Source: an optimization exercise on an open RTL-to-GDS flow (aim: small area). Production flows keep margins and buffers that such runs may drop.
In this exercise RTL edits were held to simulation tests only and were not proved equivalent to the original.

Setup of oak:
==> flow/design.v (excerpt) <==
module emtb_rx (
    input  wire        clk,
    input  wire        rst,             
    input  wire        in_valid,
    input  wire [7:0]  in_data,
    output reg         snap_valid,
    output reg         snap_upd,
    output reg  [31:0] current_motor,
    output reg  [31:0] current_in,
    output reg  [15:0] duty,
    output reg  [31:0] rpm,
    output reg  [15:0] v_in,
    output reg  [31:0] ah,
    output reg  [31:0] ah_charged,
    output reg  [31:0] tach_abs,
    output reg         err_upd,
    output wire [3:0]  err_code,
    output wire [1:0]  err_sub,
    output reg  [15:0] err_info,
    output reg  [15:0] cnt_overflow,
    output reg  [15:0] cnt_checksum,
    output reg  [15:0] cnt_incomplete,
    output reg  [15:0] cnt_unknown_id
);
    localparam [1:0] S_DEAD = 2'd0;    
    localparam [1:0] S_PAY  = 2'd1;    
    localparam [1:0] S_CL   = 2'd2;    
    localparam [1:0] S_T    = 2'd3;    
    reg  [1:0]   st;
    reg  [7:0]   pos;
    reg  [7:0]   pay_len;
    reg  [15:0]  crc;           
    reg          crc_match;     
    reg  [231:0] sh;            
    wire [7:0]   pkt_id = sh[231:224];
    reg  [2:0]   ec;            
    function [15:0] sat_inc;
        input [15:0] v;
        input        en;
        reg   [16:0] c;
        integer      i;
        begin
  ...
For scale: about 1500 cells after synthesis, roughly 580 flip-flops, roughly 320 I/O pins, about 19000 um2 of cells after synthesis.
==> flow/config.mk <==
export PLATFORM = sky130hd
export DESIGN_NAME = emtb_rx
export DESIGN_NICKNAME = emtb_rx
export VERILOG_FILES = /design/flow/design.v
export SDC_FILE = /design/flow/constraint.sdc
export NUM_CORES = 4
export LEC_CHECK = 0
export CAP_MARGIN = 20
export CORE_MARGIN = 2
export CORE_UTILIZATION = 65
export PLACE_DENSITY = 0.75
export SLEW_MARGIN = 20
==> flow/constraint.sdc <==
create_clock -name core_clock -period 10.0 [get_ports {clk}]
set_input_delay 2.0000 -clock core_clock [delete_from_list [all_inputs] [get_ports {clk}]]
set_output_delay 2.0000 -clock core_clock [all_outputs]
set_load 0.01 [all_outputs]
standard.sh (not shown) runs the stock make flow with config.mk's settings and CLKGATE_MAP_FILE= SYNTH_SCRIPT=/design/flow/synth_recipe.tcl, a recipe that flattens the netlist after the stock synthesis.
==> flow/flow/run.sh <==
#!/bin/bash
# The standard layout (standard.sh) with two changes: the port buffers are
# the smallest buffer (buf_1), and clock tree synthesis uses clkbuf_8 leaf
# clusters of at most 17 sinks and inserts no dummy loads.
set -euo pipefail
export BUFFER_PORTS_ARGS="-buffer_cell sky130_fd_sc_hd__buf_1"
export CTS_ARGS="-sink_clustering_enable -repair_clock_nets -dont_use_dummy_load -buf_list sky130_fd_sc_hd__clkbuf_8 -sink_clustering_size 17 -sink_clustering_max_diameter 70"
bash standard.sh > standard_make.log 2>&1
Changes in pine relative to oak:
# oak
export LEC_CHECK = 0
export CAP_MARGIN = 20
export CORE_MARGIN = 2
export CORE_UTILIZATION = 65
export PLACE_DENSITY = 0.75
export SLEW_MARGIN = 20
create_clock -name core_clock -period 10.0 [get_ports {clk}]
# pine
export LEC_CHECK = 0
export CAP_MARGIN = 10
export CORE_MARGIN = 2
export CORE_UTILIZATION = 65
export PLACE_DENSITY = 0.75
export SLEW_MARGIN = 10
create_clock -name core_clock -period 10.0 [get_ports {clk}]
--- a/flow/flow/run.sh
+++ b/flow/flow/run.sh
@@ -4 +4 @@
-# clusters of at most 17 sinks and inserts no dummy loads.
+# clusters of at most 16 sinks and inserts no dummy loads.
@@ -7 +7 @@
-export CTS_ARGS="-sink_clustering_enable -repair_clock_nets -dont_use_dummy_load -buf_list sky130_fd_sc_hd__clkbuf_8 -sink_clustering_size 17 -sink_clustering_max_diameter 70"
+export CTS_ARGS="-sink_clustering_enable -repair_clock_nets -dont_use_dummy_load -buf_list sky130_fd_sc_hd__clkbuf_8 -sink_clustering_size 16 -sink_clustering_max_diameter 50"
==> results.txt <==
- pine finished every stage and its layout cleared the timing, DRC and antenna checks.
- As far as met1 routing resource usage after global routing is concerned, oak and pine perform about the same.
- Delta (pine minus oak): final core area utilization increased by 0.20 points relative to the old numbers; worst setup slack climbed 0.0092 ns.

==> static timing again, ports no longer ideal <==
How much do the figures lean on ideal ports? The routed layouts below were timed once more, with nothing changed but the port constraints. Step 1 assumes that a clkbuf_16 drives the clock port and a buf_2 every other input. Step 2 times the ports against the registers' clock, not the clock port: input delays grow and output delays shrink by t, the midpoint of the rising clock arrivals with the driver on. a / b / c = ideal ports / drivers / drivers and shift; a / b = the first two.
run	t (ns)	slack for setup (ns)	worst slew at a driven data input, ns
oak	0.621	3.855 / 3.868 / 3.247	0.06
pine	0.618	3.864 / 3.880 / 3.262	0.06
After both steps every run listed still meets setup and hold. For oak, which loses most, drivers alone change the setup slack by +0.013 ns; drivers and shift together by -0.608 ns.
